This is an optimization exercise on Yosys and OpenROAD, whose aim is small area, not a production implementation. Function was checked by simulation only, so behaviour that the tests miss may differ from the original.

==> run P <==
Design themis_core, start of the top module:
module themis_core (
    input  wire        clk,
    input  wire        rst,
    input  wire        ev_valid,
    output wire        ev_ready,
    input  wire [25:0] ev_word,
    output reg         tx_valid,
    output wire        tx_bank,
    output wire [15:0] tx_word,
    output wire [1:0]  bank_sel,
    output wire [3:0]  trig,
    output reg  [31:0] overlap_faults
);
export LEC_CHECK = 0
export CAP_MARGIN = 0
export CORE_MARGIN = 2
export CORE_UTILIZATION = 40
export SLEW_MARGIN = 0
export BUFFER_PORTS_ARGS = -buffer_cell sky130_fd_sc_hd__buf_1
export CTS_ARGS = -sink_clustering_enable -repair_clock_nets -dont_use_dummy_load -buf_list sky130_fd_sc_hd__clkbuf_4 -sink_clustering_size 8 -sink_clustering_max_diameter 50
create_clock -name core_clock -period 12.0 [get_ports {clk}]
standard.sh (not shown) runs the stock make flow with config.mk's settings and CLKGATE_MAP_FILE= SYNTH_SCRIPT=/design/flow/synth_recipe.tcl, a recipe that flattens the netlist after the stock synthesis.
==> flow/flow/run.sh <==
#!/bin/bash
# The standard ORFS layout, with three changes to how it is made:
#  - the combinational logic of the standard synthesis is re-mapped by ABC for
#    area (flow/resyn.ys); every register stays the instance the standard
#    synthesis made, with its name and cell type;
#  - ports are buffered with the smallest buffer;
#  - the clock tree uses clkbuf_4 in clusters of at most 8 sinks, without
#    dummy loads.
# Each tool's output goes to a log file in this folder.
set -euo pipefail
W=$(pwd)
R=$W/orfs/results/sky130hd/themis_core/base
LIB=$FLOW_HOME/platforms/sky130hd/lib/sky130_fd_sc_hd__tt_025C_1v80.lib
YOSYS=$(command -v yosys || echo "$FLOW_HOME/../tools/install/yosys/bin/yosys")
cat >> config.mk <<'CFG'
export BUFFER_PORTS_ARGS = -buffer_cell sky130_fd_sc_hd__buf_1
export CTS_ARGS = -sink_clustering_enable -repair_clock_nets -dont_use_dummy_load -buf_list sky130_fd_sc_hd__clkbuf_4 -sink_clustering_size 8 -sink_clustering_max_diameter 50
CFG
bash standard.sh synth > synth.log 2>&1
cp "$R/1_2_yosys.v" "$W/std_1_2_yosys.v"
sed -e "s#@LIB@#$LIB#g" -e "s#@IN@#$W/std_1_2_yosys.v#" -e "s#@OUT@#$R/1_2_yosys.v#" flow/resyn.ys > resyn.ys
"$YOSYS" -l resyn.log -q resyn.ys > resyn.out 2>&1
rm -f "$R/1_synth.odb"
bash standard.sh > standard.log 2>&1
==> flow/flow/resyn.ys <==
# Re-map the combinational logic of the standard synthesis for area.
# Registers stay the instances the standard synthesis made (same names, same
# cell types); only the logic between them is re-mapped by ABC.
read_liberty -ignore_miss_func @LIB@
setattr -mod -set keep_hierarchy 1 sky130_fd_sc_hd__df* sky130_fd_sc_hd__edf* sky130_fd_sc_hd__sdf* sky130_fd_sc_hd__sedf* sky130_fd_sc_hd__dl*
read_verilog @IN@
hierarchy -top themis_core
flatten
opt -purge
abc -liberty @LIB@ -dont_use *lpflow* -dont_use *probe* -script +strash;ifraig;dc2;dc2;dch,-f;amap,-F,50,-A,30;topo
opt_clean -purge
splitnets
hilomap -singleton -hicell sky130_fd_sc_hd__conb_1 HI -locell sky130_fd_sc_hd__conb_1 LO
insbuf -buf sky130_fd_sc_hd__buf_1 A X
opt_clean -purge
stat -liberty @LIB@
blackbox A:keep_hierarchy
write_verilog -noattr -nohex -nodec @OUT@
==> run Y (differences from run P) <==
--- a/flow/design.v
+++ b/flow/design.v
@@ -18,18 +18,16 @@
     localparam [3:0] S_IDLE = 4'd0,  S_INIT = 4'd1,  S_PIT  = 4'd2,  S_VA  = 4'd3,
                      S_VB   = 4'd4,  S_VF   = 4'd5,  S_PRE  = 4'd6,  S_SGN = 4'd7,
                      S_LOAD = 4'd8,  S_EXT  = 4'd9,  S_DIV  = 4'd10, S_OUT = 4'd11;
     reg [6:0] a_att, a_dec, a_rel, f_att, f_dec, f_rel;
     reg [7:0] a_sus, f_sus;
     reg [6:0] a_vs, f_vs, kbd, env_amt, cutoff;
-    reg [6:0] kbd0;                  
     reg [7:0] midi_note;
     reg [1:0] vca_st, vcf_st;
     reg [7:0] vcf_cnt;               
-    reg [31:0] VL, VT, VD, FL, FT, FD;
-    reg        pd1, pd2, pd3;         
+    reg [31:0] VL, VT, VD, FL, FT, FD, FS;
     reg [4:0] drum0, drum1, drum2, drum3;
     reg [4:0] phase;
     reg [1:0] ep;                    
     reg [1:0] bs;                    
     reg [15:0] sr;                   
     reg [4:0] bc;
@@ -41,13 +39,13 @@
     reg       need_init;             
     reg       c1, c2;                
     reg [7:0] acc;                   
     reg       fS, fL, c32;           
     reg [36:0] W;
     reg [13:0] R;
-    assign ev_ready = (st == S_IDLE) || rst;
+    assign ev_ready = (st == S_IDLE);
     assign bank_sel = bs;
     assign trig     = {drum3 != 5'd0, drum2 != 5'd0, drum1 != 5'd0, drum0 != 5'd0};
     wire       accept = ev_valid && ev_ready && !rst;
     wire [1:0] tag    = ev_word[25:24];
     wire [3:0] kind   = ev_word[23:20];
     wire [3:0] chan   = ev_word[19:16];
@@ -86,22 +84,22 @@
             4'd8:    csel = a_dec;
             default: csel = f_dec;
         endcase
     end
     wire c_b = inb && (bc[4:3] == 2'd0) && (bc[2:0] != 3'd7) && csel[bc[2:0]];
     localparam [2:0] X_0 = 3'd0, X_VL = 3'd1, X_FL = 3'd2, X_VT20 = 3'd3,
-                     X_VT = 3'd4, X_FT = 3'd5, X_NOTE = 3'd6;
+                     X_VT = 3'd4, X_FT = 3'd5, X_NOTE = 3'd6, X_FS29 = 3'd7;
     localparam [3:0] Y_0 = 4'd0, Y_VD = 4'd1, Y_VT = 4'd2, Y_CUT = 4'd3, Y_FL = 4'd4,
-                     Y_FD = 4'd5, Y_64 = 4'd6, Y_35 = 4'd8;
+                     Y_FD = 4'd5, Y_64 = 4'd6, Y_FS31 = 4'd7, Y_35 = 4'd8;
     localparam [1:0] MA_0 = 2'd0, MA_NVEL = 2'd1, MA_S1 = 2'd2, MA_T = 2'd3;
     localparam [2:0] MB_AVS = 3'd0, MB_FVS = 3'd1, MB_ENV = 3'd2, MB_ASUS = 3'd3,
                      MB_FSUS = 3'd4, MB_KBD = 3'd5, MB_100 = 3'd6;
     localparam [2:0] A2_0 = 3'd0, A2_S1 = 3'd1, A2_MUL = 3'd2, A2_K = 3'd3,
-                     A2_CUT = 3'd4, A2_FLE = 3'd5, A2_VCA = 3'd6, A2_PD1 = 3'd7;
+                     A2_CUT = 3'd4, A2_FLE = 3'd5, A2_VCA = 3'd6;
     localparam [2:0] B2_0 = 3'd0, B2_C = 3'd1, B2_W = 3'd2, B2_MUL = 3'd3,
-                     B2_PD3 = 3'd4, B2_5 = 3'd5;
+                     B2_FS = 3'd4, B2_5 = 3'd5;
     reg [2:0] xsel;
     reg [3:0] ysel;
     reg       sub1, swp;
     reg [1:0] masel;
     reg       ma_ft;
     reg [2:0] mbsel;
@@ -120,31 +118,35 @@
             S_VA, S_VB: begin
                 xsel = X_VL; ysel = Y_VD; sub1 = (vca_st != ST_ATTACK);
                 a2sel = A2_VCA;
             end
             S_VF: begin
                 xsel = X_FL; ysel = Y_FD;
-                a2sel = A2_FLE; b2sel = B2_W; sub2 = nlt64;
+                a2sel = A2_FLE; b2sel = B2_FS;
             end
             S_PRE: begin
-                masel = MA_NVEL; mbsel = (job == 4'd0) ? MB_AVS : MB_FVS;
-                a2sel = A2_K; b2sel = B2_MUL; sub2 = 1'b1;
+                if (job == 4'd4) begin
+                    xsel = X_NOTE; ysel = Y_64; sub1 = 1'b1; swp = nlt64;
+                    masel = MA_S1; mbsel = MB_KBD;
+                    a2sel = A2_MUL;
+                end else begin
+                    masel = MA_NVEL; mbsel = (job == 4'd0) ? MB_AVS : MB_FVS;
+                    a2sel = A2_K; b2sel = B2_MUL; sub2 = 1'b1;
+                end
             end
             S_SGN: begin
                 xsel = X_FT; ysel = (job == 4'd3 || job == 4'd9) ? Y_CUT : Y_FL; sub1 = 1'b1;
             end
             S_LOAD, S_EXT: begin
                 case (job)
                     4'd0: begin xsel = X_VT20; ysel = Y_VT; sub1 = 1'b1; a2sel = A2_S1; end
                     4'd1: begin xsel = X_VT; a2sel = A2_S1; b2sel = B2_C; end
                     4'd2: begin masel = MA_T; ma_ft = 1'b1; mbsel = MB_ENV; a2sel = A2_MUL; end
                     4'd3: begin xsel = X_FT; ysel = Y_CUT; sub1 = 1'b1; swp = sgn;
                                 a2sel = A2_S1; b2sel = sgn ? B2_0 : B2_C; end
-                    4'd4: begin xsel = X_NOTE; ysel = Y_64; sub1 = 1'b1; swp = nlt64;
-                                masel = MA_S1; mbsel = MB_KBD;
-                                a2sel = A2_PD1; b2sel = B2_PD3; end
+                    4'd4: begin xsel = X_FS29; ysel = Y_FS31; a2sel = A2_S1; end
                     4'd5: begin xsel = X_VL; a2sel = A2_S1; b2sel = B2_C; end
                     4'd7: begin masel = MA_T; mbsel = MB_ASUS; a2sel = A2_MUL; end
                     4'd8: begin xsel = X_VL; ysel = Y_VT; sub1 = 1'b1; a2sel = A2_S1; b2sel = B2_C; end
                     4'd9: begin xsel = X_FT; ysel = Y_CUT; sub1 = 1'b1; swp = sgn;
                                 masel = MA_S1; mbsel = MB_FSUS; a2sel = A2_MUL; end
                     default: begin  
@@ -152,13 +154,13 @@
                                 a2sel = A2_S1; b2sel = sgn ? B2_0 : B2_C; end
                 endcase
             end
             S_OUT: begin
                 a2sel = (job == 4'd9) ? A2_CUT : A2_0;
                 b2sel = B2_W;
-                sub2  = sgn && (job == 4'd3 || job == 4'd6 ||
+                sub2  = sgn && (job == 4'd3 || job == 4'd4 || job == 4'd6 ||
                                 job == 4'd9 || job == 4'd10);
             end
             default: ;
         endcase
     end
     reg xb, yb;
@@ -167,21 +169,23 @@
             X_VL:    xb = VL[0];
             X_FL:    xb = FL[0];
             X_VT20:  xb = VT[20];
             X_VT:    xb = VT[0];
             X_FT:    xb = FT[0];
             X_NOTE:  xb = note_b;
+            X_FS29:  xb = FS[29];
             default: xb = 1'b0;
         endcase
         case (ysel)
             Y_VD:    yb = VD[0];
             Y_VT:    yb = VT[0];
             Y_CUT:   yb = cut_b;
             Y_FL:    yb = FL[0];
             Y_FD:    yb = FD[0];
             Y_64:    yb = c64_b;
+            Y_FS31:  yb = FS[31];
             Y_35:    yb = c35_b;
             default: yb = 1'b0;
         endcase
     end
     wire a1  = (swp ? yb : xb) & inb;
     wire b1  = (swp ? xb : yb) & inb;
@@ -202,13 +206,13 @@
         case (mbsel)
             MB_AVS:  mb = {1'b0, a_vs};
             MB_FVS:  mb = {1'b0, f_vs};
             MB_ENV:  mb = {1'b0, env_amt};
             MB_ASUS: mb = a_sus;
             MB_FSUS: mb = f_sus;
-            MB_KBD:  mb = {1'b0, kbd0};
+            MB_KBD:  mb = {1'b0, kbd};
             default: mb = 8'd100;
         endcase
     end
     wire [8:0] msum   = (first ? 9'd0 : {1'b0, acc}) + (ma ? {1'b0, mb} : 9'd0);
     wire       mulout = msum[0];
     wire vca_att = (vca_st == ST_ATTACK);
@@ -227,20 +231,19 @@
             A2_S1:   a2 = s1e;
             A2_MUL:  a2 = mulout;
             A2_K:    a2 = k16129_b;
             A2_CUT:  a2 = cut_b;
             A2_FLE:  a2 = vcf_em;
             A2_VCA:  a2 = vca_em;
-            A2_PD1:  a2 = pd1 && bc != 5'd0;
             default: a2 = 1'b0;
         endcase
         case (b2sel)
             B2_C:    b2 = c_b;
             B2_W:    b2 = wq;
             B2_MUL:  b2 = mulout;
-            B2_PD3:  b2 = pd3 && (bc >= 5'd3 || ext);
+            B2_FS:   b2 = FS[0];
             B2_5:    b2 = c5_b;
             default: b2 = 1'b0;
         endcase
     end
     wire b2x = b2 ^ sub2;
     wire c2i = first ? sub2 : c2;
@@ -284,33 +287,33 @@
                  (p_load && job == 4'd5);
     wire we_VD = (go && init) || (p_out && (job == 4'd1 || job == 4'd5 || job == 4'd8));
     wire we_FL = go && (init || st == S_VF);
     wire we_FT = (go && init) || (p_pre && job == 4'd2) || (p_out && (job == 4'd2 || job == 4'd9)) ||
                  (p_load && job == 4'd5);
     wire we_FD = (go && init) || (p_out && (job == 4'd3 || job == 4'd6 || job == 4'd10));
+    wire we_FS = (go && init) || ((p_pre || p_out) && job == 4'd4);
     wire wd_VL = !init && vca_wd;
     wire wd_VT = !init && (st != S_LOAD) && s2;
     wire wd_VD = !init && s2;
     wire wd_FL = init ? b26 : vcf_wd;
     wire wd_FT = init ? b26 : ((st == S_LOAD) ? cut_b : s2);
     wire wd_FD = !init && s2;
+    wire wd_FS = !init && s2;
     wire bc31  = (bc == 5'd31);
     wire tx_ev = go && ((st == S_PIT && bc == 5'd15) ||
                         (st == S_VB && bc31 && vca_emit) ||
                         (st == S_VF && bc31 && vcf_act));
     always @(posedge clk) begin
         bc <= bc + 5'd1;
         VL <= {we_VL ? wd_VL : VL[0], VL[31:1]};
         VT <= {we_VT ? wd_VT : VT[0], VT[31:1]};
         VD <= {we_VD ? wd_VD : VD[0], VD[31:1]};
         FL <= {we_FL ? wd_FL : FL[0], FL[31:1]};
         FT <= {we_FT ? wd_FT : FT[0], FT[31:1]};
         FD <= {we_FD ? wd_FD : FD[0], FD[31:1]};
-        pd1 <= mulout;
-        pd2 <= pd1;
-        pd3 <= pd2;
+        FS <= {we_FS ? wd_FS : FS[0], FS[31:1]};
         c1  <= c1n;
         c2  <= c2n;
         acc <= msum[8:1];
         sr  <= {sr_in, sr[15:1]};
         if (st == S_DIV) begin
             R <= fits ? diff[13:0] : rs[13:0];
@@ -350,13 +353,13 @@
         end
         if (bc31) go <= 1'b1;
         if (rst || ev_reset) begin
             a_att <= 7'd9;  a_dec <= 7'd19; a_rel <= 7'd9;
             f_att <= 7'd9;  f_dec <= 7'd19; f_rel <= 7'd9;
             a_sus <= 8'd127; f_sus <= 8'd127;
-            a_vs  <= 7'd0;  f_vs  <= 7'd0;  kbd <= 7'd0;  kbd0 <= 7'd0;
+            a_vs  <= 7'd0;  f_vs  <= 7'd0;  kbd <= 7'd0;
             env_amt <= 7'd64; cutoff <= 7'd32;
             midi_note <= 8'd0;
             vca_st <= ST_IDLE; vcf_st <= ST_IDLE; vcf_cnt <= 8'd0;
             drum0 <= 5'd0; drum1 <= 5'd0; drum2 <= 5'd0; drum3 <= 5'd0;
             phase <= 5'd0;
             bs <= 2'b00;
@@ -376,16 +379,14 @@
                         ep    <= phase[1:0];
                         phase <= (phase == 5'd19) ? 5'd0 : phase + 5'd1;
                         if (phase == 5'd0 || phase == 5'd1)
                             st <= S_PIT;
                         else if (phase == 5'd2 && vca_st != ST_IDLE)
                             st <= S_VA;
-                        else if (phase == 5'd3 && vcf_st != ST_IDLE) begin
-                            job <= 4'd4;     
-                            st  <= S_LOAD;
-                        end
+                        else if (phase == 5'd3 && vcf_st != ST_IDLE)
+                            st <= S_VF;
                     end
                     if (ev_done)
                         bs <= 2'b00;
                     if (is_drum) begin
                         case (d1)
                             8'd36: drum0 <= 5'd20;
@@ -394,13 +395,12 @@
                             8'd46: drum3 <= 5'd20;
                             default: ;
                         endcase
                     end
                     if (is_noteon) begin
                         midi_note <= d1;
-                        kbd0      <= kbd;
                         vca_st    <= ST_ATTACK;
                         vcf_st    <= ST_ATTACK;
                         vcf_cnt   <= {1'b0, f_att};
                         job       <= 4'd2;
                         st        <= need_init ? S_INIT : S_PRE;
                     end
@@ -466,27 +466,29 @@
                         vcf_st <= ST_IDLE;
                     end
                 end
                 S_PRE: if (go && bc31) begin
                     if (job == 4'd2) job <= 4'd0;
                     else st <= S_LOAD;
+                    if (job == 4'd4) sgn <= nlt64;
                 end
                 S_SGN: if (go && bc31) st <= S_LOAD;
                 S_LOAD: if (go && bc31) st <= S_EXT;
                 S_EXT: if (bc == 5'd4) begin
                     st    <= S_DIV;
                     dwrap <= 1'b0;
                 end
                 S_DIV: if (dwrap && bc == kend) begin
-                    st <= (job == 4'd4) ? S_VF : S_OUT;
+                    st <= S_OUT;
                     go <= bc31;
                 end
                 S_OUT: if (go && bc31) begin
                     job <= job + 4'd1;
                     case (job)
                         4'd0, 4'd1, 4'd7: st <= S_LOAD;  
+                        4'd3: st <= S_PRE;               
                         4'd2, 4'd5, 4'd9: st <= S_SGN;  
                         default: st <= S_IDLE;          
                     endcase
                 end
                 default: st <= S_IDLE;
             endcase
==> flow/flow/run.sh (replaced) <==
#!/bin/bash
# Layout with the standard flow, changing only how ports are buffered, whether
# synthesis buffers are kept and how the clock tree is built.
set -euo pipefail
cat >> config.mk <<'CFG'
export REMOVE_ABC_BUFFERS = 1
export BUFFER_PORTS_ARGS = -buffer_cell sky130_fd_sc_hd__buf_1
export CTS_ARGS = -sink_clustering_enable -repair_clock_nets -dont_use_dummy_load -buf_list sky130_fd_sc_hd__clkbuf_16 -sink_clustering_size 22 -sink_clustering_max_diameter 120
CFG
bash standard.sh > standard.log 2>&1
Settings changed: CAP_MARGIN 0 to 20, CTS_ARGS -sink_clustering_enable -repair_clock_nets -dont_use_dummy_load -buf_list sky130_fd_sc_hd__clkbuf_4 -sink_clustering_size 8 -sink_clustering_max_diameter 50 to -sink_clustering_enable -repair_clock_nets -dont_use_dummy_load -buf_list sky130_fd_sc_hd__clkbuf_16 -sink_clustering_size 22 -sink_clustering_max_diameter 120, REMOVE_ABC_BUFFERS set to 1, SLEW_MARGIN 0 to 20.
removed: flow/flow/resyn.ys
==> metrics.md <==
| Metric | Value |
|---|---|
| Result of the run | `no timing/DRC/antenna violations` |
| CTS buffer count | `26` |
| Share of the final layout cell area in sequential cells | `49.1%` |
| Number of tap cells added at floorplan | `607` |
| Number of rows created at floorplan | `79` |
| Buffers plus inverters on the worst setup path | `2` |
| Layout area overhead | `7.77%` |
[end of results for run Y]
==> metrics.md <==
| Metric | Value |
|---|---|
| Clock latency on the worst-skew pair | `0.78 ns` |
| Via density | `5.57` |
| CTS buffer count | `72` |
| Result of the run | `no timing/DRC/antenna violations` |
[end of results for run P]

what the ideal ports hide:
How much do the figures lean on ideal ports? The routed layouts below were timed once more, with nothing changed but the port constraints.
Step 1 (the two cells are an assumption about what drives the block):
set clk [get_ports {clk}]
set_driving_cell -lib_cell sky130_fd_sc_hd__clkbuf_16 $clk
set_driving_cell -lib_cell sky130_fd_sc_hd__buf_2 [delete_from_list [all_inputs] $clk]
Step 2 moves the port delays by t, midway between the first and last clock arrival at a register: inputs arrive t later, outputs are due t later. That takes back most of the time a late clock gives input paths.
a / b / c = ideal / step 1 / step 2; a / b = the first two.
| run | t (ns) | slack for setup (ns) | clock arrival spread, ns | worst register clock-pin slew, ns | cell pins on the clock port's net |
|---|---|---|---|---|---|
| run P | 0.800 | 3.716 / 3.716 / 3.716 | 0.063 / 0.063 | 0.10 / 0.10 | 1 |
| run Y | 0.623 | 4.592 / 4.592 / 4.592 | 0.027 / 0.027 | 0.10 / 0.10 | 1 |
After both steps every run listed still meets setup and hold.
